Context: an optimization exercise on an open-source flow, tuned for small area, a short achievable clock period and few clock cycles. The choices shown serve that exercise and are no tape-out recipe. Only simulation tests tie the RTL to the original design; equivalence was not proved. Power figures rest on the tool's default switching activity, not on a simulated workload.

==> inputs of 09-19 <==
Design sbse, start of the top module:
module sbse (
    input  wire        clk,
    input  wire        rst,
    input  wire        go,
    input  wire [19:0] start,
    input  wire [19:0] stop,
    output wire        ready,
    output wire        done,
    output reg         err,
    output reg  [19:0] count,
    output reg  [39:0] sum
);
clock: 12.0 ns
lec_check: 0
cap_margin: 20
core_margin: 2
core_utilization: 40
place_density: 0.6
slew_margin: 20
run.sh (not shown) runs the stock make flow with config.mk's settings and CLKGATE_MAP_FILE= SYNTH_SCRIPT=/design/flow/synth_recipe.tcl, a recipe that flattens the netlist after the stock synthesis.
==> 11-07: changes against 09-19 <==
--- a/flow/design.v
+++ b/flow/design.v
@@ -399,56 +399,22 @@
                                  : (rv5 ? {{16{rx[23]}}, rx} : 40'd0);
     wire [20:0] sum_lo  = {1'b0, sum[19:0]} + {1'b0, sum_op[19:0]};
     wire [19:0] sum_hi  = sum[39:20] + sum_op[39:20] + {19'd0, scy};
     wire [16:0] cnt_op  = (state == S_LAST) ? {15'd0, n23} : (rv4 ? {12'd0, rc} : 17'd0);
     wire [16:0] cnt_nx  = count[16:0] + cnt_op;
     wire [18:0] last_w = j0 + {10'd0, rd_nw - 5'd1, 4'd0};
-    reg [3:0]  ph5, ph7;
-    reg [4:0]  ph11, ph13;
-    reg [15:0] pat, pat_q;         
-    always @(*) begin
-        for (k = 0; k < 16; k = k + 1)
-            pat[k] = (ph5_x  == (1  + 10 * 2 - k) % 10) || (ph5_x  == (8  + 10 * 2 - k) % 10) ||
-                     (ph7_x  == (2  + 14 * 2 - k) % 14) || (ph7_x  == (11 + 14 * 2 - k) % 14) ||
-                     (ph11_x == (3  + 22 - k) % 22)     || (ph11_x == (18 + 22 - k) % 22) ||
-                     (ph13_x == (4  + 26 - k) % 26)     || (ph13_x == (21 + 26 - k) % 26);
-    end
-    wire [3:0] ph5_n  = (ph5  >= 4'd4)  ? ph5  - 4'd4  : ph5  + 4'd6;     
-    wire [3:0] ph7_n  = (ph7  >= 4'd12) ? ph7  - 4'd12 : ph7  + 4'd2;     
-    wire [4:0] ph11_n = (ph11 >= 5'd6)  ? ph11 - 5'd6  : ph11 + 5'd16;    
-    wire [4:0] ph13_n = (ph13 >= 5'd10) ? ph13 - 5'd10 : ph13 + 5'd16;    
-    reg [3:0]  ph5_x, ph7_x;
-    reg [4:0]  ph11_x, ph13_x;
-    always @(*) begin
-        ph5_x  = ph5;
-        ph7_x  = ph7;
-        ph11_x = ph11;
-        ph13_x = ph13;
-        if (dv[ND]) begin
-            if (dp16 == 10'd5)  ph5_x  = (fR[3:0] >= 4'd4) ? fR[3:0] - 4'd4 : fR[3:0] + 4'd6;
-            if (dp16 == 10'd7)  ph7_x  = (fR[3:0] >= 4'd10) ? fR[3:0] - 4'd10 : fR[3:0] + 4'd4;
-            if (dp16 == 10'd11) ph11_x = (fR[4:0] >= 5'd8) ? fR[4:0] - 5'd8 : fR[4:0] + 5'd14;
-            if (dp16 == 10'd13) ph13_x = (fR[4:0] >= 5'd4) ? fR[4:0] - 5'd4 : fR[4:0] + 5'd22;
-        end else if (rd_on) begin
-            ph5_x  = ph5_n;
-            ph7_x  = ph7_n;
-            ph11_x = ph11_n;
-            ph13_x = ph13_n;
-        end
-    end
-    wire set_all = (state == S_CHECK2);
+    wire set_all = (state == S_CHECK);
     reg [15:0] set_w;
     always @(*) begin
         for (k = 0; k < 16; k = k + 1)
             set_w[k] = set_all || (rd_on && ridx == k);
     end
     always @(posedge clk) begin
         for (s = 0; s < 256; s = s + 1)
-            sb[s] <= (set_w[s/16] ? pat_q[s%16] : sb[s]) |
-                     (rowA[s/16] & colA[s%16]) | (rowB[s/16] & colB[s%16]) |
-                     (rowA2[s/16] & colA2[s%16]) | (rowB2[s/16] & colB2[s%16]);
+            sb[s] <= ~set_w[s/16] & (sb[s] | (rowA[s/16] & colA[s%16]) | (rowB[s/16] & colB[s%16]) |
+                                             (rowA2[s/16] & colA2[s%16]) | (rowB2[s/16] & colB2[s%16]));
         nextp <= rom_q;
         cut   <= (nextp > root);
         if (iss_ok) begin
             gap <= ({nextp, 2'b00} < {3'd0, seg_len});
             bx2 <= {nextp, 3'b000};
             bt  <= {nextp, 2'b00};
@@ -489,17 +455,12 @@
         dp15 <= dp14;
         dr16 <= dd16[11] ? dv16[9:0] : dd16[9:0];
         dp16 <= dp15;
         da15 <= div3_10(dp14);
         da16 <= da15;
         db16 <= {da15, 2'b00} + {2'b00, da15} + 11'd1 + {9'd0, da15[0], 1'b0};
-        pat_q <= (state == S_CHECK) ? 16'd0 : pat;
-        ph5  <= ph5_x;
-        ph7  <= ph7_x;
-        ph11 <= ph11_x;
-        ph13 <= ph13_x;
         f1A    <= {3'd0, da16} - {1'b0, fR};
         f1B    <= {1'b0, db16} - {1'b0, fR};
         f1t    <= {dp16, 1'b0};
         f1skip <= skipA;
         f2A    <= f1cA    ? f1At  : {1'b0, f1A};
         f2A2   <= f1cA    ? f1At2 : f1At;
@@ -681,14 +642,14 @@
                     rd_nw  <= nw;
                     if (seg_last)
                         state <= S_READ;
                     else begin
                         j0    <= j0 + 19'd256;
                         rlen  <= rlen - 20'd256;
-                        pi    <= 8'd4;
-                        pi1   <= 8'd5;
+                        pi    <= 8'd0;
+                        pi1   <= 8'd1;
                         state <= S_SEG;
                     end
                 end
             end
             S_READ: begin
                 if (!rd_on)
==> qor summary <==
item	09-19	11-07
Fill cell instance count of the final layout	16.61k	15.71k
Placer's final routability congestion estimate	1.013	1.035
Result of the run	finished clean	finished clean
Synthesized-area fraction occupied by adder cells	11.95%	12.34%
Die Area	178900 um2	170000 um2
Switching Power	8.728 mW	6.974 mW
Post-layout util	45.42%	45.55%
Standard cell area after detailed placement	74180 um2	70420 um2
Critical path required time	9.60 ns	12.42 ns
Violation count after the first detailed-routing iteration	6879	7343
Worst flop-to-flop path startpoint	seg_len[1]	mB[1]
GR Util All Layers	27.12%	27.26%
Global-route track usage on met2	43.22%	41.56%
Gate count of the mapped netlist	7555	7259
Area of the multi-input gates	40960 um2	38160 um2
Part of the power in combinational logic	47.3%	42.6%
Count of flip-flops and latches	1183	1149
Via count	60.13k	58.17k
End of the critical path	sum[2]	rlen[17]
Simple-gate share of the synthesized area	13.11%	14.51%
CTS Sinks	1183	1149
Summed area of non-filler cells in the final layout	79120 um2	75320 um2
Crit path setup slack, layout	7.450 ns	7.298 ns
Largest net degree at the start of global routing	102	93
Detailed-route wire length	249.9 mm	237.3 mm
Testbench counts of 09-19, summed over its fixed seeds: cycles 43,868.
Testbench counts of 11-07, summed over its fixed seeds: cycles 49,793.

==> afterwards: timing with drivers on the ports <==
In the flow no input, the clock included, has a driving cell. The finished layouts below were timed again as built, in two steps. Step 1, drivers: a clkbuf_16 drives clk and a buf_2 each remaining input, both assumed. Step 2 adds t to the input delays and takes it off the output delays; t is the mean of the earliest and latest rising clock arrival at the registers after step 1. Input paths then give back, and output paths get back, about the clock's delay inside the block. a / b / c = no drivers / after step 1 / after step 2; a / b = the first two.
run | shift t [ns] | slack for setup (ns) | clock arrival spread, ns | slew at the worst register clock pin (ns) | pins driven straight from the clock port
09-19 | 0.873 | 7.450 / 7.363 / 6.871 | 0.068 / 0.068 | 0.07 / 0.07 | 1
11-07 | 0.873 | 7.298 / 7.298 / 7.298 | 0.037 / 0.037 | 0.07 / 0.07 | 1
After both steps every run listed still meets setup and hold. The setup slack of 09-19, which loses most, moves by -0.087 ns with the drivers and by -0.579 ns with both steps.
